Background: an optimization exercise with open tools, aiming at small area. Do not read the settings as production practice.
RTL that was checked went through simulation tests only; none was proved equivalent to the original.
Only the layout flow was run in runs 1 and 2; the RTL was not checked for function there.
Power is estimated from default activity; no workload was simulated.

==> flow/design.v <==
module dds_bridge (
    input  wire       clk,
    input  wire       rst,           
    input  wire       rx_valid,
    input  wire [7:0] rx_data,
    output wire       rx_ready,      
    output reg        tx_valid,
    output reg  [7:0] tx_data,
    input  wire       tx_ready,
    output wire       dds_rst,
    output wire       io_update,
    output wire [3:0] cs_n,
    output wire       sclk,
    output wire       mosi,
    input  wire       miso
);
    localparam OP_NONE = 4'd0, OP_TEST = 4'd1, OP_IDN = 4'd2, OP_RESET = 4'd3,
               OP_PRES = 4'd4, OP_WR = 4'd5, OP_RD = 4'd6, OP_SETF = 4'd7,
               OP_SETA = 4'd8, OP_SETP = 4'd9;
    localparam P_IDLE = 4'd0, P_INDEX = 4'd1, P_ADDR = 4'd2, P_DLEN = 4'd3,
               P_DATA = 4'd4, P_FREQ = 4'd5, P_AMP = 4'd6, P_PHASE = 4'd7,
               P_IDN = 4'd8;
    localparam ST_GO = 4'd0, ST_RST = 4'd1, ST_PRST = 4'd2, ST_BYTES = 4'd3,
               ST_PCS = 4'd4, ST_IO = 4'd5, ST_PIO = 4'd6, ST_PSTR = 4'd7,
               ST_HEX = 4'd8;
    localparam M_DONE = 3'd0, M_ERR_SLOT = 3'd1, M_ERR_REG = 3'd2,
               M_ERR_LEN = 3'd3, M_UNIMPL = 3'd4, M_IDN = 3'd5,
               M_PITEM = 3'd6, M_NL = 3'd7;
    reg  [3:0]  op;
    reg  [3:0]  ps;
    reg  [4:0]  pos;
    reg  [2:0]  slot;
    reg  [7:0]  A;
    reg  [3:0]  nlen;
    reg  [63:0] B;
    reg  [3:0]  S;
    reg  [1:0]  c;
    reg  [3:0]  st;
    reg  [7:0]  V;                  
    reg         booting;
    reg  [1:0]  ra_slot;
    reg  [1:0]  ra_step;
    reg         tflag;
    reg         nz;
    reg  [2:0]  msg;
    reg  [3:0]  idx;
    assign rx_ready = (op == OP_NONE);
    wire [3:0] vbyte = V[7:4];
    wire [2:0] vbit  = V[3:1];
    wire       vhalf = V[0];
    wire       tick  = (c == 2'd3);
    wire       bv     = rx_valid && rx_ready;
    wire [7:0] b      = rx_data;
    wire       is_dig = (b >= "0" && b <= "9");
    wire       is_af  = (b >= "a" && b <= "f");
    wire       is_hex = is_dig || is_af;
    wire [3:0] nib    = is_dig ? b[3:0] : b[3:0] + 4'd9;
    wire l0 = (A[7:4] != 4'h0) || (A[3:0] == 4'h6);
    wire l2 = (A == 8'h05) || (A == 8'h08) || (A == 8'h0e);
    wire l8 = (A == 8'h0b) || (A == 8'h0c) || (A == 8'h0f);
    wire l4 = !l0 && !l2 && !l8;
    wire [3:0] alen = l8 ? 4'd8 : l4 ? 4'd4 : l2 ? 4'd2 : 4'd0;
    reg [7:0] idn_expect;
    always @(*) begin
        case (pos[2:0])
            3'd1:    idn_expect = "I";
            3'd2:    idn_expect = "D";
            3'd3:    idn_expect = "N";
            default: idn_expect = "?";
        endcase
    end
    reg       resolve;
    reg [3:0] resolve_op;
    always @(*) begin
        resolve    = 1'b0;
        resolve_op = OP_NONE;
        if (bv && b != "/") begin
            case (ps)
                P_IDLE: begin
                    if (b == "X") begin resolve = 1'b1; resolve_op = OP_RESET; end
                    else if (b == "?") begin resolve = 1'b1; resolve_op = OP_PRES; end
                end
                P_IDN:
                    if (b == idn_expect && pos == 5'd4) begin
                        resolve = 1'b1; resolve_op = OP_IDN;
                    end
                P_INDEX:
                    if (pos == 5'd1 && b == "T") begin
                        resolve = 1'b1; resolve_op = OP_TEST;
                    end
                P_ADDR:
                    if (pos == 5'd2 && b != "L") begin
                        resolve = 1'b1; resolve_op = OP_RD;
                    end
                P_DATA:
                    if (is_hex && pos + 5'd1 == {nlen, 1'b0}) begin
                        resolve = 1'b1; resolve_op = OP_WR;
                    end
                P_FREQ:
                    if (is_hex && pos == 5'd7) begin
                        resolve = 1'b1; resolve_op = OP_SETF;
                    end
                P_AMP:
                    if (is_hex && pos == 5'd3) begin
                        resolve = 1'b1; resolve_op = OP_SETA;
                    end
                P_PHASE:
                    if (is_hex && pos == 5'd3) begin
                        resolve = 1'b1; resolve_op = OP_SETP;
                    end
                default: ;
            endcase
        end
    end
    wire in_data = bv && is_hex && (ps == P_DATA);
    wire cap_ok  = l8 ? !pos[4] : l4 ? (pos[4:3] == 2'd0) : (pos[4:2] == 3'd0);
    wire push_d  = in_data && !l0 && cap_ok;
    wire push_f  = bv && is_hex && (ps == P_FREQ);
    wire push_a  = bv && is_hex && (ps == P_AMP);
    wire push_g0 = push_a || (push_d && !l0);
    wire push_g1 = push_d && (l4 || l8);
    wire push_g2 = push_f || (push_d && l8);
    wire ins3    = push_a || (push_d && l2);
    wire ins7    = push_d && l4;
    wire [3:0] cmd    = booting ? OP_RESET : op;
    wire m_ra   = (cmd == OP_RESET);
    wire m_pres = (cmd == OP_PRES);
    wire m_test = (cmd == OP_TEST);
    wire m_wr   = (cmd == OP_WR);
    wire m_rd   = (cmd == OP_RD);
    wire m_rmw  = (cmd == OP_SETF) || (cmd == OP_SETA);
    wire is_strobe = m_ra && (ra_step == 2'd0);
    wire is_read   = m_pres || m_rd || (m_rmw && !ra_step[0]);
    wire [3:0] nb = (m_ra || m_pres) ? 4'd5 :
                    m_test           ? 4'd3 :
                    m_rmw            ? 4'd9 : (alen + 4'd1);
    reg [7:0] cb;
    always @(*) begin
        cb = 8'h00;
        if (m_ra) begin
            case ({ra_step, vbyte[2:0]})
                {2'd1, 3'd0}: cb = 8'h02;
                {2'd1, 3'd1}: cb = 8'h1f;
                {2'd1, 3'd2}: cb = 8'h3f;
                {2'd1, 3'd3}: cb = 8'hc0;
                {2'd2, 3'd4}: cb = 8'h02;
                {2'd3, 3'd0}: cb = 8'h01;
                {2'd3, 3'd1}: cb = 8'h01;
                default:      cb = 8'h00;
            endcase
        end else if (vbyte == 4'd0) begin
            if (m_pres)      cb = 8'h80;
            else if (m_test) cb = 8'h08;
            else if (m_rmw)  cb = {!ra_step[0], 7'h0f};
            else             cb = {m_rd | A[7], A[6:0]};
        end else if (m_test) begin
            cb = {7'd0, tflag && vbyte == 4'd2};
        end
    end
    wire use_s = (vbyte != 4'd0) && (m_wr || (m_rmw && ra_step[0]));
    assign mosi = use_s ? S[3] : cb[~vbit];
    wire keep = m_rmw && !ra_step[0] &&
                ((op == OP_SETF) ? (vbyte >= 4'd5) : (vbyte <= 4'd2));
    wire capture = (st == ST_BYTES) && vhalf && (c == 2'd0);
    wire cs_act = (st == ST_BYTES) || (st == ST_HEX);
    wire [1:0] csidx = (m_ra || m_pres) ? ra_slot : slot[1:0];
    assign cs_n[0] = !(cs_act && csidx == 2'd0);
    assign cs_n[1] = !(cs_act && csidx == 2'd1);
    assign cs_n[2] = !(cs_act && csidx == 2'd2);
    assign cs_n[3] = !(cs_act && csidx == 2'd3);
    assign dds_rst   = (st == ST_RST);
    assign io_update = (st == ST_IO);
    assign sclk      = vhalf;
    function [7:0] hex_char(input [3:0] n);
        hex_char = (n < 4'd10) ? ("0" + {4'd0, n}) : ("a" + {4'd0, n} - 8'd10);
    endfunction
    function [8:0] msg_char(input [2:0] m, input [3:0] i, input [1:0] rs);
        reg [8:0] r;
        begin
            case ({m, i})
            {3'd0, 4'd0}: r = {1'b0, 8'h44};
            {3'd0, 4'd1}: r = {1'b0, 8'h6f};
            {3'd0, 4'd2}: r = {1'b0, 8'h6e};
            {3'd0, 4'd3}: r = {1'b0, 8'h65};
            {3'd0, 4'd4}: r = {1'b1, 8'h0a};
            {3'd1, 4'd0}: r = {1'b0, 8'h45};
            {3'd1, 4'd1}: r = {1'b0, 8'h52};
            {3'd1, 4'd2}: r = {1'b0, 8'h52};
            {3'd1, 4'd3}: r = {1'b0, 8'h20};
            {3'd1, 4'd4}: r = {1'b0, 8'h73};
            {3'd1, 4'd5}: r = {1'b0, 8'h6c};
            {3'd1, 4'd6}: r = {1'b0, 8'h6f};
            {3'd1, 4'd7}: r = {1'b0, 8'h74};
            {3'd1, 4'd8}: r = {1'b1, 8'h0a};
            {3'd2, 4'd0}: r = {1'b0, 8'h45};
            {3'd2, 4'd1}: r = {1'b0, 8'h52};
            {3'd2, 4'd2}: r = {1'b0, 8'h52};
            {3'd2, 4'd3}: r = {1'b0, 8'h20};
            {3'd2, 4'd4}: r = {1'b0, 8'h72};
            {3'd2, 4'd5}: r = {1'b0, 8'h65};
            {3'd2, 4'd6}: r = {1'b0, 8'h67};
            {3'd2, 4'd7}: r = {1'b0, 8'h69};
            {3'd2, 4'd8}: r = {1'b0, 8'h73};
            {3'd2, 4'd9}: r = {1'b0, 8'h74};
            {3'd2, 4'd10}: r = {1'b0, 8'h65};
            {3'd2, 4'd11}: r = {1'b0, 8'h72};
            {3'd2, 4'd12}: r = {1'b1, 8'h0a};
            {3'd3, 4'd0}: r = {1'b0, 8'h45};
            {3'd3, 4'd1}: r = {1'b0, 8'h52};
            {3'd3, 4'd2}: r = {1'b0, 8'h52};
            {3'd3, 4'd3}: r = {1'b0, 8'h20};
            {3'd3, 4'd4}: r = {1'b0, 8'h6c};
            {3'd3, 4'd5}: r = {1'b0, 8'h65};
            {3'd3, 4'd6}: r = {1'b0, 8'h6e};
            {3'd3, 4'd7}: r = {1'b0, 8'h67};
            {3'd3, 4'd8}: r = {1'b0, 8'h74};
            {3'd3, 4'd9}: r = {1'b0, 8'h68};
            {3'd3, 4'd10}: r = {1'b1, 8'h0a};
            {3'd4, 4'd0}: r = {1'b0, 8'h55};
            {3'd4, 4'd1}: r = {1'b0, 8'h6e};
            {3'd4, 4'd2}: r = {1'b0, 8'h69};
            {3'd4, 4'd3}: r = {1'b0, 8'h6d};
            {3'd4, 4'd4}: r = {1'b0, 8'h70};
            {3'd4, 4'd5}: r = {1'b0, 8'h6c};
            {3'd4, 4'd6}: r = {1'b0, 8'h65};
            {3'd4, 4'd7}: r = {1'b0, 8'h6d};
            {3'd4, 4'd8}: r = {1'b0, 8'h65};
            {3'd4, 4'd9}: r = {1'b0, 8'h6e};
            {3'd4, 4'd10}: r = {1'b0, 8'h74};
            {3'd4, 4'd11}: r = {1'b0, 8'h65};
            {3'd4, 4'd12}: r = {1'b0, 8'h64};
            {3'd4, 4'd13}: r = {1'b1, 8'h0a};
            {3'd5, 4'd0}: r = {1'b0, 8'h43};
            {3'd5, 4'd1}: r = {1'b0, 8'h47};
            {3'd5, 4'd2}: r = {1'b0, 8'h2d};
            {3'd5, 4'd3}: r = {1'b0, 8'h44};
            {3'd5, 4'd4}: r = {1'b0, 8'h44};
            {3'd5, 4'd5}: r = {1'b0, 8'h53};
            {3'd5, 4'd6}: r = {1'b0, 8'h2d};
            {3'd5, 4'd7}: r = {1'b0, 8'h42};
            {3'd5, 4'd8}: r = {1'b0, 8'h52};
            {3'd5, 4'd9}: r = {1'b0, 8'h49};
            {3'd5, 4'd10}: r = {1'b0, 8'h44};
            {3'd5, 4'd11}: r = {1'b0, 8'h47};
            {3'd5, 4'd12}: r = {1'b0, 8'h45};
            {3'd5, 4'd13}: r = {1'b1, 8'h0a};
            {3'd7, 4'd0}: r = {1'b1, 8'h0a};
            {3'd6, 4'd0}: r = {1'b0, "I"};
            {3'd6, 4'd1}: r = {1'b0, 8'h31 + {6'd0, rs}};
            {3'd6, 4'd2}: r = {1'b1, " "};
            default:      r = 9'bx;
            endcase
            msg_char = r;
        end
    endfunction
    wire [8:0] mc = msg_char(msg, idx, ra_slot);
    wire       hex_last = (idx != 4'd0) || vbit[2];
    always @(*) begin
        tx_valid = (st == ST_PSTR) || (st == ST_HEX);
        if (st == ST_HEX)
            tx_data = (idx == 4'd0) ? hex_char(S) : ((vbyte == nb) ? 8'h0a : " ");
        else
            tx_data = mc[7:0];
    end
    wire tx_fire = tx_valid && tx_ready;
    reg rot;
    always @(*) begin
        rot = 1'b0;
        if (st == ST_BYTES && tick && !booting) begin
            if (V == {nb, 4'd0})
                rot = 1'b1;
            else if (vbyte != 4'd0 && vbit[1:0] == 2'd0 && !vhalf)
                rot = 1'b1;
        end
    end
    always @(posedge clk) begin
        if (rot) begin
            B <= {B[59:0], S};
            S <= B[63:60];
        end else begin
            if (push_g0) B[63:48] <= {B[59:48], ins3 ? nib : B[47:44]};
            if (push_g1) B[47:32] <= {B[43:32], ins7 ? nib : B[31:28]};
            if (push_g2) B[31:0]  <= {B[27:0], nib};
            if (capture && !keep) S <= {S[2:0], miso};
        end
        if (capture && vbyte == 4'd3)
            nz <= nz | miso;
        if (rst) begin
            op      <= OP_NONE;
            ps      <= P_IDLE;
            pos     <= 5'd0;
            c       <= 2'd0;
            st      <= ST_GO;
            V       <= 8'd0;
            booting <= 1'b1;
            ra_slot <= 2'd0;
            ra_step <= 2'd0;
            tflag   <= 1'b0;
            msg     <= M_DONE;
            idx     <= 4'd0;
        end else begin
            c <= c + 2'd1;
            if (resolve)
                op <= resolve_op;
            if (bv) begin
                if (b == "/") begin
                    ps  <= P_IDLE;
                    pos <= 5'd0;
                end else begin
                    case (ps)
                        P_IDLE: begin
                            if (b == "I") begin
                                ps  <= P_INDEX;
                                pos <= 5'd0;
                            end else if (b == "*") begin
                                ps  <= P_IDN;
                                pos <= 5'd1;
                            end
                        end
                        P_IDN: begin
                            if (b == idn_expect && pos != 5'd4)
                                pos <= pos + 5'd1;
                            else
                                ps <= P_IDLE;
                        end
                        P_INDEX: begin
                            if (pos == 5'd0) begin
                                if (b >= "1" && b <= "8") begin
                                    slot <= b[2:0] - 3'd1;
                                    pos  <= 5'd1;
                                end else
                                    ps <= P_IDLE;
                            end else begin
                                pos <= 5'd0;
                                case (b)
                                    "R":     ps <= P_ADDR;
                                    "F":     ps <= P_FREQ;
                                    "A":     ps <= P_AMP;
                                    "P":     ps <= P_PHASE;
                                    default: ps <= P_IDLE;
                                endcase
                            end
                        end
                        P_ADDR: begin
                            if (pos == 5'd2) begin
                                if (b == "L") begin
                                    ps  <= P_DLEN;
                                    pos <= 5'd0;
                                end else
                                    ps <= P_IDLE;
                            end else if (is_hex) begin
                                A   <= {A[3:0], nib};
                                pos <= pos + 5'd1;
                            end else
                                ps <= P_IDLE;
                        end
                        P_DLEN: begin
                            if (pos == 5'd0) begin
                                if (b >= "1" && b <= "9") begin
                                    nlen <= b[3:0];
                                    pos  <= 5'd1;
                                end else
                                    ps <= P_IDLE;
                            end else begin
                                if (b == "D") begin
                                    ps  <= P_DATA;
                                    pos <= 5'd0;
                                end else
                                    ps <= P_IDLE;
                            end
                        end
                        P_DATA, P_FREQ, P_AMP, P_PHASE: begin
                            if (is_hex) begin
                                pos <= pos + 5'd1;
                                if (resolve)
                                    ps <= P_IDLE;
                            end else
                                ps <= P_IDLE;
                        end
                        default: ps <= P_IDLE;
                    endcase
                end
            end
            case (st)
                ST_GO: begin
                    if (tick && (booting || op != OP_NONE)) begin
                        if (m_ra)
                            st <= ST_RST;
                        else if (m_pres) begin
                            st <= ST_BYTES; V <= 8'd0; nz <= 1'b0;
                        end else if (op == OP_IDN) begin
                            st <= ST_PSTR; msg <= M_IDN;
                        end else if (op == OP_SETP) begin
                            st <= ST_PSTR; msg <= M_UNIMPL;
                        end else if (slot[2]) begin
                            st <= ST_PSTR; msg <= M_ERR_SLOT;
                        end else if (m_test) begin
                            tflag <= !tflag;
                            st    <= ST_RST;
                        end else if (m_wr) begin
                            if (l0) begin
                                st <= ST_PSTR; msg <= M_ERR_REG;
                            end else if (nlen < alen) begin
                                st <= ST_PSTR; msg <= M_ERR_LEN;
                            end else
                                st <= ST_RST;
                        end else if (m_rd) begin
                            if (l0) begin
                                st <= ST_PSTR; msg <= M_ERR_REG;
                            end else begin
                                st <= ST_BYTES; V <= 8'd0;
                            end
                        end else begin
                            if (!ra_step[0]) begin
                                st <= ST_BYTES; V <= 8'd0;
                            end else
                                st <= ST_RST;
                        end
                    end
                end
                ST_RST: if (tick) st <= ST_PRST;
                ST_PRST: begin
                    if (tick) begin
                        if (is_strobe) begin
                            ra_step <= ra_step + 2'd1;
                            st      <= ST_GO;
                        end else begin
                            st <= ST_BYTES; V <= 8'd0;
                        end
                    end
                end
                ST_BYTES: begin
                    if (tick) begin
                        if (V == {nb, 4'd0})
                            st <= ST_PCS;
                        else begin
                            V <= V + 8'd1;
                            if (m_rd && vbyte != 4'd0 && vbit[1:0] == 2'd3 && vhalf)
                                st <= ST_HEX;
                        end
                    end
                end
                ST_HEX: begin
                    if (tx_fire) begin
                        if (hex_last) begin
                            idx <= 4'd0;
                            st  <= ST_BYTES;
                        end else
                            idx <= 4'd1;
                    end
                end
                ST_PCS: begin
                    if (tick) begin
                        if (!is_read)
                            st <= ST_IO;
                        else if (m_pres) begin
                            if (nz) begin
                                st <= ST_PSTR; msg <= M_PITEM;
                            end else begin
                                ra_slot <= ra_slot + 2'd1;
                                if (ra_slot == 2'd3) begin
                                    st <= ST_PSTR; msg <= M_NL;
                                end else
                                    st <= ST_GO;
                            end
                        end else if (m_rmw) begin
                            ra_step <= 2'd1;
                            st      <= ST_GO;
                        end else begin
                            st <= ST_PSTR; msg <= M_DONE;
                        end
                    end
                end
                ST_IO: if (tick) st <= ST_PIO;
                ST_PIO: begin
                    if (tick) begin
                        if (m_ra) begin
                            ra_step <= ra_step + 2'd1;
                            if (ra_step == 2'd3) begin
                                ra_slot <= ra_slot + 2'd1;
                                if (ra_slot == 2'd3) begin
                                    if (booting) begin
                                        booting <= 1'b0;
                                        st      <= ST_GO;
                                    end else begin
                                        st <= ST_PSTR; msg <= M_DONE;
                                    end
                                end else
                                    st <= ST_GO;
                            end else
                                st <= ST_GO;
                        end else begin
                            st <= ST_PSTR; msg <= M_DONE;
                        end
                    end
                end
                ST_PSTR: begin
                    if (tx_fire) begin
                        if (mc[8]) begin
                            idx <= 4'd0;
                            case (msg)
                                M_DONE: begin
                                    op      <= OP_NONE;
                                    ra_step <= 2'd0;
                                    ra_slot <= 2'd0;
                                    st      <= ST_GO;
                                end
                                M_PITEM: begin
                                    ra_slot <= ra_slot + 2'd1;
                                    if (ra_slot == 2'd3)
                                        msg <= M_NL;
                                    else
                                        st <= ST_GO;
                                end
                                default: msg <= M_DONE;
                            endcase
                        end else
                            idx <= idx + 4'd1;
                    end
                end
                default: st <= ST_GO;
            endcase
        end
    end
endmodule
==> flow/run.sh <==
#!/bin/bash
# synth_recipe.tcl (not shown) runs the flow's synth.tcl, then flattens the netlist and writes it again
# the make line also repeats each setting of config.mk as NAME=value (left out here)
make -C /OpenROAD-flow-scripts/flow DESIGN_CONFIG=/design/flow/config.mk WORK_HOME=/design/flow/orfs CLKGATE_MAP_FILE= SYNTH_SCRIPT=/design/flow/synth_recipe.tcl finish
==> flow/config.mk <==
export PLATFORM = sky130hd
export DESIGN_NAME = dds_bridge
export DESIGN_NICKNAME = dds_bridge
export VERILOG_FILES = /design/flow/design.v
export SDC_FILE = /design/flow/constraint.sdc
export NUM_CORES = 4
export LEC_CHECK = 0
export CAP_MARGIN = 20
export CORE_MARGIN = 2
export CORE_UTILIZATION = 40
export CTS_BUF_LIST = sky130_fd_sc_hd__clkbuf_8
export CTS_CLUSTER_DIAMETER = 60
export CTS_CLUSTER_SIZE = 30
export SLEW_MARGIN = 20
==> flow/constraint.sdc <==
create_clock -name core_clock -period 10.0 [get_ports {clk}]
set_input_delay 2.0000 -clock core_clock [delete_from_list [all_inputs] [get_ports {clk}]]
set_output_delay 2.0000 -clock core_clock [all_outputs]
set_load 0.01 [all_outputs]
==> results of run 1 <==
## worst paths after layout
check | end | slack [ns]
min reg2reg | B[60]$_DFFE_PP_ | 0.42
max reg2reg | B[57]$_DFFE_PP_ | 6.29
min | B[60]$_DFFE_PP_ | 0.42
max | tx_data[1] | 4.14
## Yosys cell counts (9+ instances only)
master	number	area, um2
sky130_fd_sc_hd__nor4_1	11	68.8
sky130_fd_sc_hd__nor3_1	28	140
sky130_fd_sc_hd__dfxtp_1	41	821
sky130_fd_sc_hd__xor2_1	9	78.8
sky130_fd_sc_hd__a211oi_1	12	90.1
sky130_fd_sc_hd__and2_1	11	68.8
sky130_fd_sc_hd__xnor2_1	15	131
sky130_fd_sc_hd__o22ai_1	12	75.1
sky130_fd_sc_hd__clkbuf_1	43	161
sky130_fd_sc_hd__nand2b_1	19	119
sky130_fd_sc_hd__buf_2	11	55.1
sky130_fd_sc_hd__ha_1	24	300
sky130_fd_sc_hd__o21ai_0	41	205
sky130_fd_sc_hd__mux2_4	10	150
sky130_fd_sc_hd__nand4_1	16	100
sky130_fd_sc_hd__inv_1	40	150
sky130_fd_sc_hd__nor4b_1	9	78.8
sky130_fd_sc_hd__nor3b_1	9	67.6
sky130_fd_sc_hd__nand2_1	86	323
sky130_fd_sc_hd__o32ai_1	9	78.8
sky130_fd_sc_hd__nor2b_1	22	138
sky130_fd_sc_hd__nand3_1	34	170
sky130_fd_sc_hd__edfxtp_1	83	2490
sky130_fd_sc_hd__and3_1	16	100
sky130_fd_sc_hd__nor2_1	78	293
sky130_fd_sc_hd__a31oi_1	15	93.8
sky130_fd_sc_hd__a21oi_1	58	290
sky130_fd_sc_hd__o21a_1	9	67.6
## layer usage
metal / track usage / vias up / wire length, um
met3: 0.0404 / 41 / 1450
met2: 0.340 / 288 / 10900
li1: - / 3611 / -
met5: 0 / - / 0
met4: 0.0701 / 0 / 511
met1: 0.291 / 3591 / 10800
## critical path, stage by stage, from the launching register on
cell                              delay [ns]
sky130_fd_sc_hd__dfxtp_1                0.93
sky130_fd_sc_hd__nor2_1                 0.26
sky130_fd_sc_hd__a32oi_1                0.26
sky130_fd_sc_hd__o32ai_1                0.17
sky130_fd_sc_hd__a2111oi_2              0.47
sky130_fd_sc_hd__o211a_1                0.22
sky130_fd_sc_hd__a31oi_1                0.13
sky130_fd_sc_hd__and2_1                 0.18
sky130_fd_sc_hd__a32oi_1                0.21
sky130_fd_sc_hd__clkdlybuf4s50_1        0.57
## power by group through the flow
stage | Combinational [mW] | Clock, mW | Sequential (mW)
2_1_floorplan | 0.0769 | 0 | 0.557
5_1_grt | 0.110 | 0.482 | 0.556
6_report | 0.102 | 0.452 | 0.555
3_3_place_gp | 0.101 | 0 | 0.566
4_1_cts | 0.100 | 0.461 | 0.554
3_5_place_dp | 0.100 | 0 | 0.566
## registers in the layout (all words and copies together) (netlist names), 2 cells and up
| name | flops |
|---|---|
| B | 64 |
| V | 8 |
| ra_step | 2 |
| S | 4 |
| pos | 5 |
| ps | 4 |
| idx | 4 |
| op | 4 |
| slot | 3 |
| nlen | 4 |
| A | 8 |
| st | 4 |
| c | 2 |
| msg | 3 |
| ra_slot | 2 |
## cell type report
cell class	instances	share of cell area
multi-input combinational	732	0.518
sequential	124	0.350
tap	275	0.0364
timing repair buffer	35	0.0355
clock buffer	17	0.0247
clock inverter	15	0.0183
inverter	41	0.0163
antenna	1	0.000265
## cell families (layout without fill, tap and decap cells)
group / count (synthesis) / count (layout) / share of synthesized area
buffers and inverters: 100 / 108 / 0.0478
AO/OA/AOI/OAI: 256 / 256 / 0.214
adder cells (fa/ha/maj): 24 / 24 / 0.0348
AND/OR/NAND/NOR: 400 / 400 / 0.255
other: 1 / 2 / 0.000435
XOR/XNOR: 24 / 24 / 0.0244
multiplexers: 27 / 27 / 0.0385
flip-flops: 124 / 124 / 0.384
## per-stage QoR
stage / cells / utilization / power, mW
after floorplan: 956 / - / 0.634
after global placement: 1207 / 0.429 / 0.667
after detailed placement: 1207 / 0.429 / 0.666
after CTS: 1239 / 0.448 / 1.12
after global routing: 1239 / 0.448 / 1.15
final: 1240 / 0.448 / 1.11
==> results_tabular.tex, run 1 <==
\begin{tabular}{lr}
\hline
Metric & Value \\
\hline
\multicolumn{2}{l}{\textbf{Drt}} \\
\quad Residual DRC count & 0 \\
\quad Post-route antenna net violation count & 0 \\
\quad Wirelength per Cell & 19.1 um \\
\quad 1st-pass router iterations & 7 \\
\quad Overall routed net length & 23700 um \\
\quad Via count normalized by instance count & 6.07 \\
\quad Vias after detailed routing & 7531 \\
\quad Starting DRC count in detailed routing & 571 \\
\multicolumn{2}{l}{\textbf{Setup path}} \\
\quad Number of cells on the worst reg-to-reg path & 8 \\
\quad Kind of start point of the critical path & register \\
\quad Startpoint of the worst setup timing path & idx[2]\$\_SDFFE\_PP0P\_ \\
\quad CP arrival & 3.86 ns \\
\quad Capturing element type of the critical path & output pin \\
\quad CP required & 8.00 ns \\
\quad Class of the most critical setup path & reg2out \\
\quad Worst flop-to-flop path startpoint & op[3]\$\_SDFF\_PP0\_ \\
\quad Largest fanout on the critical path & 29 \\
\multicolumn{2}{l}{\textbf{Power}} \\
\quad Internal Pwr Total & about 800 uW \\
\quad Relative contribution of the clock network to total power & 0.408 \\
\quad Maximum vdd drop & 0.0000715 V \\
\quad Power dissipated by switching net loads & 312 uW \\
\quad P per Cell Area & 117 nW/um2 \\
\quad Sw frac & 0.282 \\
\quad Seq pwr share & 0.501 \\
\quad Leakage dissipation & slightly above 3 nW \\
\quad Comb pwr share & 0.092 \\
\multicolumn{2}{l}{\textbf{Place}} \\
\quad Pre-CTS worst setup slack & 4.38 ns \\
\quad Cell area reported after detailed placement & about 9000 um2 \\
\quad GPL Wtd Cong & 0.932 \\
\quad I/O Buffers & 29 \\
\quad Detail Placement HPWL & between 15000 and 20000 um \\
\multicolumn{2}{l}{\textbf{Floorplan}} \\
\quad Area of the die & 22700 um2 \\
\quad Initial core utilization & 0.409 \\
\quad DIE HEIGHT & 151 um \\
\quad Number of core rows & 53 \\
\quad Floorplan core area & 21100 um2 \\
\quad Die outline width & 151 um \\
\quad Number of top-level pins & 31 \\
\multicolumn{2}{l}{\textbf{STA}} \\
\quad Number of setup violations in the final report & 0 \\
\quad Shortest clock period the worst path allows after layout & 5.86 ns \\
\quad Number of failing hold endpoints at the final stage & 0 \\
\quad Setup slack of the critical path after layout & roughly 4.1 ns \\
\quad Headroom to the max-slew limit & 0.394 \\
\quad Max frequency & around 170 MHz \\
\quad Skew final & 0.0131 ns \\
\quad Post-route clock period utilization & 0.586 \\
\quad Transition time at the pin with the least slew margin & around 0.9 ns \\
\quad Pins Over Slew Limit & 0 \\
\quad RSZ-0062 raised after global routing & false \\
\quad Setup\_tns & 0 ns \\
\quad Minimum hold slack & 0.416 ns \\
\multicolumn{2}{l}{\textbf{Clock tree}} \\
\quad Depth of the CTS H-tree & 4 \\
\quad Clk Latency, worst-skew pair & 0.44 ns \\
\quad Number of buffers inserted during clock tree synthesis & 17 \\
\quad Number of gates resized after CTS & 0 \\
\quad Number of setup buffers added after CTS & 0 \\
\quad \# hold bufs at CTS & 0 \\
\quad Clk buf depth & 2 \\
\quad Clock tree from TritonCTS & yes \\
\quad Worst-path clk slew & about 0.090 ns \\
\quad Sink count of the clock tree & between 100 and 150 \\
\quad Clock Tree Root & sky130\_fd\_sc\_hd\_\_clkbuf\_8 \\
\multicolumn{2}{l}{\textbf{Hold path}} \\
\quad Min-delay worst type & reg2reg \\
\quad Hold Crit Start & B[56]\$\_DFFE\_PP\_ \\
\quad Number of stages on the worst hold path & 0 \\
\multicolumn{2}{l}{\textbf{GRT}} \\
\quad Global-route wire length before repair & 38000 um \\
\quad GR Overflow Total & 0 \\
\quad Number of global-route vias before repair & 7067 \\
\quad Pin count of the biggest net entering global routing & 44 \\
\quad Aggregate global-route resource usage & 0.213 \\
\quad Initial antenna violation count & 1 \\
\multicolumn{2}{l}{\textbf{Job}} \\
\quad Max-cap violation count & 0 \\
\multicolumn{2}{l}{\textbf{Status}} \\
\quad Result of the run & timing/DRC/antenna clean \\
\multicolumn{2}{l}{\textbf{Layout}} \\
\quad Register Area & around 3300 um2 \\
\quad Filler Cells Inserted & about 2100 \\
\quad Commonest cells after routing, fill and taps aside & 86 x sky130\_fd\_sc\_hd\_\_nand2\_1, 83 x sky130\_fd\_sc\_hd\_\_edfxtp\_1, 78 x sky130\_fd\_sc\_hd\_\_nor2\_1 \\
\quad Cell area after layout & 9460 um2 \\
\quad Area added between synthesis and finish & 9.71\% \\
\quad Area occupied by multi-input gates & 4900 um2 \\
\quad Most frequent standard cell in the layout excluding fill and tap cells & sky130\_fd\_sc\_hd\_\_nand2\_1 \\
\quad \# nets final & 988 \\
\quad Share of post-route cells with drive strength above 1 & 0.0934 \\
\multicolumn{2}{l}{\textbf{Synth}} \\
\quad Part of the Yosys area used for sequential elements & 0.384 \\
\quad Post-Synthesis Net Count & 993 \\
\quad Flop and latch count out of synthesis & around 120 \\
\quad Average instance area after synthesis & 9.01 um2 \\
\quad YS warnings & 1 \\
\quad Fraction of registers with async set or reset after synthesis & 0 \\
\quad Netlist Area Pre-Place & 8620 um2 \\
\quad Number of distinct library cells after synthesis & 105 \\
\quad Cell count after synthesis & 956 \\
\quad Number of flops mapped to enable cells by yosys & 83 \\
\quad Prevailing post-synth register cell & sky130\_fd\_sc\_hd\_\_edfxtp\_1 \\
\hline
\end{tabular}
==> inputs of run 2 (changes only) <==
==> flow/config.mk (replaced) <==
export PLATFORM = sky130hd
export DESIGN_NAME = dds_bridge
export DESIGN_NICKNAME = dds_bridge
export VERILOG_FILES = /design/flow/design.v
export SDC_FILE = /design/flow/constraint.sdc
export NUM_CORES = 4
export LEC_CHECK = 0
export CAP_MARGIN = 0
export CORE_MARGIN = 2
export CORE_UTILIZATION = 40
export CTS_BUF_LIST = sky130_fd_sc_hd__clkbuf_4 sky130_fd_sc_hd__clkbuf_8
export SLEW_MARGIN = 0
==> results_tabular.tex, run 2 <==
\begin{tabular}{lr}
\hline
Metric & Value \\
\hline
\multicolumn{2}{l}{\textbf{GRT}} \\
\quad Global-route wire length before repair & $\sim$38000 um \\
\quad GR Overflow Total & 0 \\
\quad Number of global-route vias before repair & 7067 \\
\quad Pin count of the biggest net entering global routing & 44 \\
\quad Aggregate global-route resource usage & 0.213 \\
\quad Initial antenna violation count & 1 \\
\multicolumn{2}{l}{\textbf{Setup path}} \\
\quad Number of cells on the worst reg-to-reg path & 8 \\
\quad Startpoint of the worst setup timing path & idx[2]\$\_SDFFE\_PP0P\_ \\
\quad Largest fanout on the critical path & 29 \\
\quad Kind of start point of the critical path & register \\
\quad CP arrival & 3.86 ns \\
\quad Capturing element type of the critical path & output pin \\
\quad Class of the most critical setup path & reg2out \\
\quad Worst flop-to-flop path startpoint & op[3]\$\_SDFF\_PP0\_ \\
\quad CP required & around 8 ns \\
\multicolumn{2}{l}{\textbf{Power}} \\
\quad Comb pwr share & 0.092 \\
\quad Maximum vdd drop & between 0.00007 and 0.00008 V \\
\quad Seq pwr share & 0.501 \\
\quad Relative contribution of the clock network to total power & 0.408 \\
\quad Internal Pwr Total & 796 uW \\
\quad Leakage dissipation & 3.11 nW \\
\quad Sw frac & 0.282 \\
\quad Power dissipated by switching net loads & approximately 310 uW \\
\quad P per Cell Area & 117 nW/um2 \\
\multicolumn{2}{l}{\textbf{Synth}} \\
\quad Prevailing post-synth register cell & sky130\_fd\_sc\_hd\_\_edfxtp\_1 \\
\quad Number of flops mapped to enable cells by yosys & 83 \\
\quad Post-Synthesis Net Count & 993 \\
\quad Flop and latch count out of synthesis & roughly 120 \\
\quad Netlist Area Pre-Place & 8620 um2 \\
\quad YS warnings & 1 \\
\quad Part of the Yosys area used for sequential elements & 0.384 \\
\quad Leading cell type by number of instances after synthesis & sky130\_fd\_sc\_hd\_\_nand2\_1 \\
\quad Top post-synthesis cells by count & 86 x sky130\_fd\_sc\_hd\_\_nand2\_1, 83 x sky130\_fd\_sc\_hd\_\_edfxtp\_1, 78 x sky130\_fd\_sc\_hd\_\_nor2\_1, 58 x sky130\_fd\_sc\_hd\_\_a21oi\_1, 43 x sky130\_fd\_sc\_hd\_\_clkbuf\_1 \\
\quad Number of distinct library cells after synthesis & 105 \\
\quad Cell count after synthesis & 956 \\
\quad Largest area contributor in the synthesized netlist & sky130\_fd\_sc\_hd\_\_edfxtp\_1 \\
\quad Average instance area after synthesis & 9.01 um2 \\
\quad Area share of the leading cell type in the synthesized netlist & 0.289 \\
\quad Fraction of registers with async set or reset after synthesis & 0 \\
\quad Top cells by area, synth & sky130\_fd\_sc\_hd\_\_edfxtp\_1 29\%, sky130\_fd\_sc\_hd\_\_dfxtp\_1 9.5\%, sky130\_fd\_sc\_hd\_\_nand2\_1 3.7\% \\
\multicolumn{2}{l}{\textbf{STA}} \\
\quad Skew final & 0.0131 ns \\
\quad Post-route clock period utilization & 0.586 \\
\quad Transition time at the pin with the least slew margin & a little over 0.9 ns \\
\quad Setup\_tns & 0 ns \\
\quad Max frequency & roughly 170 MHz \\
\quad Number of failing hold endpoints at the final stage & 0 \\
\quad Number of setup violations in the final report & 0 \\
\quad Shortest clock period the worst path allows after layout & 5.86 ns \\
\quad Pins Over Slew Limit & 0 \\
\quad Headroom to the max-slew limit & 0.394 \\
\quad RSZ-0062 raised after global routing & false \\
\multicolumn{2}{l}{\textbf{Drt}} \\
\quad Starting DRC count in detailed routing & 571 \\
\quad Via count normalized by instance count & 6.07 \\
\quad 1st-pass router iterations & 7 \\
\quad Overall routed net length & 23700 um \\
\quad Post-route antenna net violation count & 0 \\
\quad Wirelength per Cell & 19.1 um \\
\quad Vias after detailed routing & about 7500 \\
\quad Residual DRC count & 0 \\
\multicolumn{2}{l}{\textbf{Place}} \\
\quad Cell total after placement & between 1000 and 1500 \\
\quad GPL Wtd Cong & 0.932 \\
\quad Detail Placement HPWL & 17300 um \\
\quad I/O Buffers & 29 \\
\multicolumn{2}{l}{\textbf{Layout}} \\
\quad Commonest cells after routing, fill and taps aside & 86 x sky130\_fd\_sc\_hd\_\_nand2\_1, 83 x sky130\_fd\_sc\_hd\_\_edfxtp\_1, 78 x sky130\_fd\_sc\_hd\_\_nor2\_1 \\
\quad Most frequent standard cell in the layout excluding fill and tap cells & sky130\_fd\_sc\_hd\_\_nand2\_1 \\
\quad Number of flip-flops in the largest register & 64 \\
\quad Area added between synthesis and finish & 9.71\% \\
\quad Count of placed standard cells in the final layout, fillers left out & 1240 \\
\quad Filler Cells Inserted & approximately 2100 \\
\quad Top reg by flops & B \\
\quad Largest registers in the final layout & B x64, A x8, V x8 \\
\quad Layout Utilization & 0.448 \\
\quad Share of post-route cells with drive strength above 1 & 0.0934 \\
\quad \# nets final & $\sim$1000 \\
\multicolumn{2}{l}{\textbf{Clock tree}} \\
\quad Worst-path clk slew & 0.09 ns \\
\quad Clk buf depth & 2 \\
\quad Clock Tree Root & sky130\_fd\_sc\_hd\_\_clkbuf\_8 \\
\quad \# hold bufs at CTS & 0 \\
\quad Number of gates resized after CTS & 0 \\
\quad Clk Latency, worst-skew pair & 0.44 ns \\
\quad Depth of the CTS H-tree & 4 \\
\quad Number of setup buffers added after CTS & 0 \\
\quad Sink count of the clock tree & 124 \\
\quad Number of buffers inserted during clock tree synthesis & 17 \\
\quad Clock tree from TritonCTS & yes \\
\multicolumn{2}{l}{\textbf{Floorplan}} \\
\quad Die outline width & around 150 um \\
\quad Number of top-level pins & 31 \\
\quad Floorplan core area & 21100 um2 \\
\quad DIE HEIGHT & 151 um \\
\quad Area of the die & 22700 um2 \\
\quad Initial core utilization & 0.409 \\
\quad Number of core rows & 53 \\
\multicolumn{2}{l}{\textbf{Hold path}} \\
\quad Hold Crit Start & B[56]\$\_DFFE\_PP\_ \\
\quad Number of stages on the worst hold path & 0 \\
\quad Min-delay worst type & reg2reg \\
\multicolumn{2}{l}{\textbf{Status}} \\
\quad Result of the run & timing/DRC/antenna clean \\
\multicolumn{2}{l}{\textbf{Job}} \\
\quad Max-cap violation count & 0 \\
\hline
\end{tabular}
==> run 2: worst paths after layout <==
check	endpoint	slack (ns)
worst max-delay path	tx_data[1]	4.14
worst min-delay path	B[60]$_DFFE_PP_	0.42
worst max register to register	B[57]$_DFFE_PP_	6.29
worst min register to register	B[60]$_DFFE_PP_	0.42
==> run 2: logic make-up after synthesis <==
group | after synthesis | share of synthesized area
buffers and inverters | 100 | 0.0478
XOR/XNOR | 24 | 0.0244
AND/OR/NAND/NOR | 400 | 0.255
flip-flops | 124 | 0.384
AO/OA/AOI/OAI | 256 | 0.214
multiplexers | 27 | 0.0385
other | 1 | 0.000435
adder cells (fa/ha/maj) | 24 | 0.0348
==> run 2: layout make-up <==
class                      count  area (um2)  area share
multi-input combinational    732        4900       0.518
sequential                   124        3310       0.350
tap                          275         344      0.0364
timing repair buffer          35         335      0.0355
clock buffer                  17         234      0.0247
clock inverter                15         173      0.0183
inverter                      41         154      0.0163
antenna                        1        2.50    0.000265
==> run 2: critical path, stage by stage (launching register included) <==
cell,delay (ns)
sky130_fd_sc_hd__dfxtp_1,0.93
sky130_fd_sc_hd__nor2_1,0.26
sky130_fd_sc_hd__a32oi_1,0.26
sky130_fd_sc_hd__o32ai_1,0.17
sky130_fd_sc_hd__a2111oi_2,0.47
sky130_fd_sc_hd__o211a_1,0.22
sky130_fd_sc_hd__a31oi_1,0.13
sky130_fd_sc_hd__and2_1,0.18
sky130_fd_sc_hd__a32oi_1,0.21
sky130_fd_sc_hd__clkdlybuf4s50_1,0.57
==> run 2: layer usage <==
layer | global-route usage | up-vias | share of wire
li1 | - | 3611 | -
met1 | 0.291 | 3591 | 0.46
met2 | 0.340 | 288 | 0.46
met3 | 0.0404 | 41 | 0.061
met4 | 0.0701 | 0 | 0.022
met5 | 0 | - | 0
==> run 2: power by group through the flow <==
stage | clock [mW] | combinational (mW) | sequential (mW)
floorplan | 0 | 0.0769 | 0.557
global placement | 0 | 0.101 | 0.566
detailed placement | 0 | 0.100 | 0.566
CTS | 0.461 | 0.100 | 0.554
global route | 0.482 | 0.110 | 0.556
finish | 0.452 | 0.102 | 0.555
==> run 2: per-stage QoR <==
stage,hold WS [ns],worst slack [ns],cell area (um2),power (mW)
floorplan,0.400,4.31,8620,0.634
global placement,0.402,4.46,9050,0.667
detailed placement,0.405,4.38,9050,0.666
CTS,0.415,4.17,9450,1.12
global route,0.421,3.79,9450,1.15
finish,0.416,4.14,9460,1.11
==> inputs of run 3 (changes only) <==
--- a/flow/design.v
+++ b/flow/design.v
@@ -176,80 +176,18 @@
     endfunction
     function [8:0] msg_char(input [2:0] m, input [3:0] i, input [1:0] rs);
-        reg [8:0] r;
+        reg [111:0] s;
+        reg [3:0]   n;
         begin
-            case ({m, i})
-            {3'd0, 4'd0}: r = {1'b0, 8'h44};
-            {3'd0, 4'd1}: r = {1'b0, 8'h6f};
-            {3'd0, 4'd2}: r = {1'b0, 8'h6e};
-            {3'd0, 4'd3}: r = {1'b0, 8'h65};
-            {3'd0, 4'd4}: r = {1'b1, 8'h0a};
-            {3'd1, 4'd0}: r = {1'b0, 8'h45};
-            {3'd1, 4'd1}: r = {1'b0, 8'h52};
-            {3'd1, 4'd2}: r = {1'b0, 8'h52};
-            {3'd1, 4'd3}: r = {1'b0, 8'h20};
-            {3'd1, 4'd4}: r = {1'b0, 8'h73};
-            {3'd1, 4'd5}: r = {1'b0, 8'h6c};
-            {3'd1, 4'd6}: r = {1'b0, 8'h6f};
-            {3'd1, 4'd7}: r = {1'b0, 8'h74};
-            {3'd1, 4'd8}: r = {1'b1, 8'h0a};
-            {3'd2, 4'd0}: r = {1'b0, 8'h45};
-            {3'd2, 4'd1}: r = {1'b0, 8'h52};
-            {3'd2, 4'd2}: r = {1'b0, 8'h52};
-            {3'd2, 4'd3}: r = {1'b0, 8'h20};
-            {3'd2, 4'd4}: r = {1'b0, 8'h72};
-            {3'd2, 4'd5}: r = {1'b0, 8'h65};
-            {3'd2, 4'd6}: r = {1'b0, 8'h67};
-            {3'd2, 4'd7}: r = {1'b0, 8'h69};
-            {3'd2, 4'd8}: r = {1'b0, 8'h73};
-            {3'd2, 4'd9}: r = {1'b0, 8'h74};
-            {3'd2, 4'd10}: r = {1'b0, 8'h65};
-            {3'd2, 4'd11}: r = {1'b0, 8'h72};
-            {3'd2, 4'd12}: r = {1'b1, 8'h0a};
-            {3'd3, 4'd0}: r = {1'b0, 8'h45};
-            {3'd3, 4'd1}: r = {1'b0, 8'h52};
-            {3'd3, 4'd2}: r = {1'b0, 8'h52};
-            {3'd3, 4'd3}: r = {1'b0, 8'h20};
-            {3'd3, 4'd4}: r = {1'b0, 8'h6c};
-            {3'd3, 4'd5}: r = {1'b0, 8'h65};
-            {3'd3, 4'd6}: r = {1'b0, 8'h6e};
-            {3'd3, 4'd7}: r = {1'b0, 8'h67};
-            {3'd3, 4'd8}: r = {1'b0, 8'h74};
-            {3'd3, 4'd9}: r = {1'b0, 8'h68};
-            {3'd3, 4'd10}: r = {1'b1, 8'h0a};
-            {3'd4, 4'd0}: r = {1'b0, 8'h55};
-            {3'd4, 4'd1}: r = {1'b0, 8'h6e};
-            {3'd4, 4'd2}: r = {1'b0, 8'h69};
-            {3'd4, 4'd3}: r = {1'b0, 8'h6d};
-            {3'd4, 4'd4}: r = {1'b0, 8'h70};
-            {3'd4, 4'd5}: r = {1'b0, 8'h6c};
-            {3'd4, 4'd6}: r = {1'b0, 8'h65};
-            {3'd4, 4'd7}: r = {1'b0, 8'h6d};
-            {3'd4, 4'd8}: r = {1'b0, 8'h65};
-            {3'd4, 4'd9}: r = {1'b0, 8'h6e};
-            {3'd4, 4'd10}: r = {1'b0, 8'h74};
-            {3'd4, 4'd11}: r = {1'b0, 8'h65};
-            {3'd4, 4'd12}: r = {1'b0, 8'h64};
-            {3'd4, 4'd13}: r = {1'b1, 8'h0a};
-            {3'd5, 4'd0}: r = {1'b0, 8'h43};
-            {3'd5, 4'd1}: r = {1'b0, 8'h47};
-            {3'd5, 4'd2}: r = {1'b0, 8'h2d};
-            {3'd5, 4'd3}: r = {1'b0, 8'h44};
-            {3'd5, 4'd4}: r = {1'b0, 8'h44};
-            {3'd5, 4'd5}: r = {1'b0, 8'h53};
-            {3'd5, 4'd6}: r = {1'b0, 8'h2d};
-            {3'd5, 4'd7}: r = {1'b0, 8'h42};
-            {3'd5, 4'd8}: r = {1'b0, 8'h52};
-            {3'd5, 4'd9}: r = {1'b0, 8'h49};
-            {3'd5, 4'd10}: r = {1'b0, 8'h44};
-            {3'd5, 4'd11}: r = {1'b0, 8'h47};
-            {3'd5, 4'd12}: r = {1'b0, 8'h45};
-            {3'd5, 4'd13}: r = {1'b1, 8'h0a};
-            {3'd7, 4'd0}: r = {1'b1, 8'h0a};
-            {3'd6, 4'd0}: r = {1'b0, "I"};
-            {3'd6, 4'd1}: r = {1'b0, 8'h31 + {6'd0, rs}};
-            {3'd6, 4'd2}: r = {1'b1, " "};
-            default:      r = 9'bx;
+            case (m)
+                M_DONE:     begin s = "Done\n";          n = 4'd5;  end
+                M_ERR_SLOT: begin s = "ERR slot\n";      n = 4'd9;  end
+                M_ERR_REG:  begin s = "ERR register\n";  n = 4'd13; end
+                M_ERR_LEN:  begin s = "ERR length\n";    n = 4'd11; end
+                M_UNIMPL:   begin s = "Unimplemented\n"; n = 4'd14; end
+                M_IDN:      begin s = "CG-DDS-BRIDGE\n"; n = 4'd14; end
+                M_PITEM:    begin s = {"I", "1" + {6'd0, rs}, " "}; n = 4'd3; end
+                default:    begin s = "\n";              n = 4'd1;  end
             endcase
-            msg_char = r;
+            msg_char = {i == n - 4'd1, s[8*(n - 4'd1 - i) +: 8]};
         end
     endfunction
==> flow/config.mk (replaced) <==
export PLATFORM = sky130hd
export DESIGN_NAME = dds_bridge
export DESIGN_NICKNAME = dds_bridge
export VERILOG_FILES = /design/flow/design.v
export SDC_FILE = /design/flow/constraint.sdc
export NUM_CORES = 4
export LEC_CHECK = 0
export CAP_MARGIN = 20
export CORE_MARGIN = 2
export CORE_UTILIZATION = 40
export SLEW_MARGIN = 20
==> results_tabular.tex, run 3 <==
\begin{tabular}{lr}
\hline
Metric & Value \\
\hline
\multicolumn{2}{l}{\textbf{Floorplan}} \\
\quad Die outline width & between 150 and 200 um \\
\quad Floorplan core area & between 20000 and 25000 um2 \\
\quad Initial core utilization & 0.408 \\
\quad Number of top-level pins & 31 \\
\quad DIE HEIGHT & 156 um \\
\quad Area of the die & 24300 um2 \\
\quad Number of core rows & 55 \\
\multicolumn{2}{l}{\textbf{Clock tree}} \\
\quad \# hold bufs at CTS & 0 \\
\quad Clock Tree Root & sky130\_fd\_sc\_hd\_\_clkbuf\_16 \\
\quad Clk buf depth & 2 \\
\quad Number of buffers inserted during clock tree synthesis & 17 \\
\quad Number of gates resized after CTS & 0 \\
\quad Sink count of the clock tree & 124 \\
\quad Depth of the CTS H-tree & 4 \\
\quad Clock tree from TritonCTS & yes \\
\quad Worst-path clk slew & 0.07 ns \\
\quad Number of setup buffers added after CTS & 0 \\
\quad Clk Latency, worst-skew pair & 0.43 ns \\
\multicolumn{2}{l}{\textbf{Place}} \\
\quad I/O Buffers & 29 \\
\quad Pre-CTS worst setup slack & approximately 3.8 ns \\
\quad Cell total after placement & 1299 \\
\quad Detail Placement HPWL & $\sim$19000 um \\
\quad GPL Wtd Cong & 0.930 \\
\quad Cell area reported after detailed placement & 9660 um2 \\
\multicolumn{2}{l}{\textbf{Power}} \\
\quad Comb pwr share & 0.289 \\
\quad Power dissipated by switching net loads & 629 uW \\
\quad Maximum vdd drop & 0.0000996 V \\
\quad Internal Pwr Total & 1.12 mW \\
\quad Seq pwr share & 0.350 \\
\quad Relative contribution of the clock network to total power & 0.361 \\
\quad Sw frac & 0.359 \\
\quad Leakage dissipation & 3.47 nW \\
\quad P per Cell Area & 171 nW/um2 \\
\multicolumn{2}{l}{\textbf{Synth}} \\
\quad Area share of xor/xnor cells in the synthesized design & 0.0266 \\
\quad Average instance area after synthesis & between 8 and 9 um2 \\
\quad Top post-synthesis cells by count & 87 x sky130\_fd\_sc\_hd\_\_nor2\_1, 83 x sky130\_fd\_sc\_hd\_\_edfxtp\_1, 71 x sky130\_fd\_sc\_hd\_\_nand2\_1, 63 x sky130\_fd\_sc\_hd\_\_a21oi\_1, 63 x sky130\_fd\_sc\_hd\_\_clkbuf\_1 \\
\quad Number of flops mapped to enable cells by yosys & between 80 and 90 \\
\quad Top cells by area, synth & sky130\_fd\_sc\_hd\_\_edfxtp\_1 27\%, sky130\_fd\_sc\_hd\_\_dfxtp\_1 8.9\%, sky130\_fd\_sc\_hd\_\_ha\_1 4.3\% \\
\quad Leading cell type by number of instances after synthesis & sky130\_fd\_sc\_hd\_\_nor2\_1 \\
\quad Mux cell area share after synthesis & 0.0343 \\
\quad Fraction of registers with async set or reset after synthesis & 0 \\
\quad Adder-Cell Fraction of Synth Area & 0.0455 \\
\quad Post-Synthesis Net Count & about 1100 \\
\quad Main combinational cell family by area after synthesis & simple AND/OR/NAND/NOR gates \\
\quad Prevailing post-synth register cell & sky130\_fd\_sc\_hd\_\_edfxtp\_1 \\
\quad Flop and latch count out of synthesis & 124 \\
\quad Netlist Area Pre-Place & 9240 um2 \\
\quad Fraction of the mapped netlist area in simple logic gates & 0.245 \\
\quad Part of the Yosys area used for sequential elements & 0.359 \\
\quad Cell count after synthesis & approximately 1100 \\
\quad Number of distinct library cells after synthesis & 95 \\
\quad Synthesized-area fraction occupied by ao, oa, aoi and oai cells & 0.237 \\
\quad Area share of the leading cell type in the synthesized netlist & 0.270 \\
\quad YS warnings & 1 \\
\quad Largest area contributor in the synthesized netlist & sky130\_fd\_sc\_hd\_\_edfxtp\_1 \\
\multicolumn{2}{l}{\textbf{Hold path}} \\
\quad Min-delay worst type & reg2reg \\
\multicolumn{2}{l}{\textbf{Layout}} \\
\quad Layout Utilization & 0.453 \\
\quad Commonest cells after routing, fill and taps aside & 87 x sky130\_fd\_sc\_hd\_\_nor2\_1, 83 x sky130\_fd\_sc\_hd\_\_edfxtp\_1, 71 x sky130\_fd\_sc\_hd\_\_nand2\_1 \\
\quad Largest registers in the final layout & B x64, A x8, V x8 \\
\quad Most frequent standard cell in the layout excluding fill and tap cells & sky130\_fd\_sc\_hd\_\_nor2\_1 \\
\quad Count of placed standard cells in the final layout, fillers left out & 1331 \\
\quad Filler Cells Inserted & 2193 \\
\quad Area added between synthesis and finish & 11.0\% \\
\quad Share of post-route cells with drive strength above 1 & 0.0784 \\
\quad Number of flip-flops in the largest register & 64 \\
\quad Cell area after layout & 10300 um2 \\
\quad \# nets final & around 1100 \\
\quad Top reg by flops & B \\
\quad Antenna fix cells & 0 \\
\multicolumn{2}{l}{\textbf{Drt}} \\
\quad Overall routed net length & 26200 um \\
\quad Wirelength per Cell & 19.7 um \\
\quad 1st-pass router iterations & 5 \\
\quad Post-route antenna net violation count & 0 \\
\quad Starting DRC count in detailed routing & around 920 \\
\quad Vias after detailed routing & 8306 \\
\quad Via count normalized by instance count & 6.24 \\
\quad Residual DRC count & 0 \\
\multicolumn{2}{l}{\textbf{STA}} \\
\quad Max frequency & 150 MHz \\
\quad Setup\_tns & 0 ns \\
\quad Shortest clock period the worst path allows after layout & $\sim$6.7 ns \\
\quad Pins Over Slew Limit & 0 \\
\quad Post-route clock period utilization & 0.668 \\
\quad Headroom to the max-slew limit & 0.343 \\
\quad Setup slack of the critical path after layout & roughly 3.3 ns \\
\quad Number of setup violations in the final report & 0 \\
\quad Transition time at the pin with the least slew margin & 0.978 ns \\
\quad RSZ-0062 raised after global routing & false \\
\quad Number of failing hold endpoints at the final stage & 0 \\
\quad Skew final & 0.0199 ns \\
\multicolumn{2}{l}{\textbf{Setup path}} \\
\quad CP required & 8.00 ns \\
\quad CP arrival & roughly 4.7 ns \\
\quad Kind of start point of the critical path & register \\
\quad Class of the most critical setup path & reg2out \\
\quad Capturing element type of the critical path & output pin \\
\quad Largest fanout on the critical path & 39 \\
\multicolumn{2}{l}{\textbf{GRT}} \\
\quad Global-route wire length before repair & around 42000 um \\
\quad Initial antenna violation count & 0 \\
\quad GR Overflow Total & 0 \\
\quad Number of global-route vias before repair & between 7000 and 8000 \\
\quad Aggregate global-route resource usage & 0.216 \\
\quad Pin count of the biggest net entering global routing & 46 \\
\multicolumn{2}{l}{\textbf{Status}} \\
\quad Result of the run & timing/DRC/antenna clean \\
\multicolumn{2}{l}{\textbf{Job}} \\
\quad Max-cap violation count & 0 \\
\hline
\end{tabular}
==> run 3: changes by cell type after synthesis, sizes merged, moves of 6 or more <==
| cell | delta |
|---|---|
| nand2 | -17 |
| ha | +8 |
| a21o | +9 |
| clkbuf | +20 |
| a211o | +7 |
| a22oi | +9 |
| a311oi | +7 |
| nor2 | +8 |
| nor3 | +6 |
==> run 3: worst paths after layout <==
path / startpoint / cells after the start / endpoint / slack [ns]
max: msg[0]$_SDFFE_PP0P_ / 16 / tx_data[1] / 3.32
min: B[4]$_DFFE_PP_ / 0 / B[8]$_DFFE_PP_ / 0.41
max reg2reg: op[3]$_SDFF_PP0_ / 7 / B[58]$_DFFE_PP_ / 6.00
min reg2reg: B[4]$_DFFE_PP_ / 0 / B[8]$_DFFE_PP_ / 0.41
==> run 3: cells by family after synthesis <==
group | Yosys count
other | 1
adders and majority gates | 33
muxes | 28
DFF | 124
AOI/OAI and AO/OA | 309
buffers and inverters | 124
and+or+nand+nor | 404
xor gates and xnor gates | 28
==> run 3: final cells by class <==
class / instances / area (um2) / share of cell area
Clock buffer: 17 / 425 / 0.0415
Inverter: 44 / 165 / 0.0161
Sequential cell: 124 / 3310 / 0.323
Tap cell: 285 / 357 / 0.0348
Clock inverter: 15 / 170 / 0.0166
Timing Repair Buffer: 43 / 393 / 0.0383
Multi-Input combinational cell: 803 / 5430 / 0.530
==> run 3: routing by layer <==
| layer | global-route usage | wire [um] | vias to the layer above |
|---|---|---|---|
| met3 | 0.0367 | 1650 | 40 |
| li1 | - | - | 3991 |
| met5 | 0 | 0 | - |
| met4 | 0.0647 | 540 | 0 |
| met1 | 0.309 | 12300 | 3955 |
| met2 | 0.334 | 11700 | 320 |
==> run 3: power by group through the flow <==
stage / clock [mW] / combinational, mW / sequential [mW]
3_3_place_gp: 0 / 0.497 / 0.623
4_1_cts: 0.648 / 0.498 / 0.610
5_1_grt: 0.665 / 0.555 / 0.619
6_report: 0.633 / 0.507 / 0.613
3_5_place_dp: 0 / 0.495 / 0.621
2_1_floorplan: 0 / 0.389 / 0.580
==> run 3: stage by stage <==
| stage | total power [mW] | hold slack [ns] |
|---|---|---|
| finish | 1.75 | 0.413 |
| global route | 1.84 | 0.419 |
| global placement | 1.12 | 0.402 |
| detailed placement | 1.12 | 0.405 |
| floorplan | 0.969 | 0.400 |
| CTS | 1.76 | 0.418 |
==> run 3: worst max-delay path, cell delays in order (launching register included) <==
cell and delay (ns):
sky130_fd_sc_hd__dfxtp_1 0.43, sky130_fd_sc_hd__buf_4 0.29, sky130_fd_sc_hd__inv_1 0.25, sky130_fd_sc_hd__nand2_1 0.13, sky130_fd_sc_hd__o21ai_0 0.09, sky130_fd_sc_hd__and3_1 0.20, sky130_fd_sc_hd__inv_1 0.06, sky130_fd_sc_hd__fa_1 0.49
sky130_fd_sc_hd__buf_4 0.33, sky130_fd_sc_hd__nor2b_1 0.50, sky130_fd_sc_hd__a21o_1 0.20, sky130_fd_sc_hd__a32oi_1 0.05, sky130_fd_sc_hd__o22ai_1 0.19, sky130_fd_sc_hd__a21oi_1 0.06, sky130_fd_sc_hd__mux2_2 0.27, sky130_fd_sc_hd__o22ai_1 0.14
sky130_fd_sc_hd__clkdlybuf4s50_1 0.56

afterwards: timing with drivers on the ports:
No port has a modelled driver above. Below, the same layouts with a new extraction and two added sets of constraints. Step 1: set_driving_cell puts a clkbuf_16 on clk and a buf_2 on each other input, an assumption about the parent block. Step 2 adds t to the input delays and takes it off the output delays; t is the mean of the earliest and latest rising clock arrival at the registers after step 1. Input paths then give back, and output paths get back, about the clock's delay inside the block. Three values: ideal, step 1, step 2; two values: the first two.
run	t, ns	slack for setup (ns)	clock arrival spread, ns	worst data-port slew with drivers (ns)
run 1	0.477	4.139 / 4.099 / 4.407	0.015 / 0.014	0.03
run 2	0.477	4.139 / 4.099 / 4.407	0.015 / 0.014	0.03
run 3	0.465	3.325 / 3.276 / 3.741	0.022 / 0.022	0.04
After both steps setup and hold are still met in every run listed.
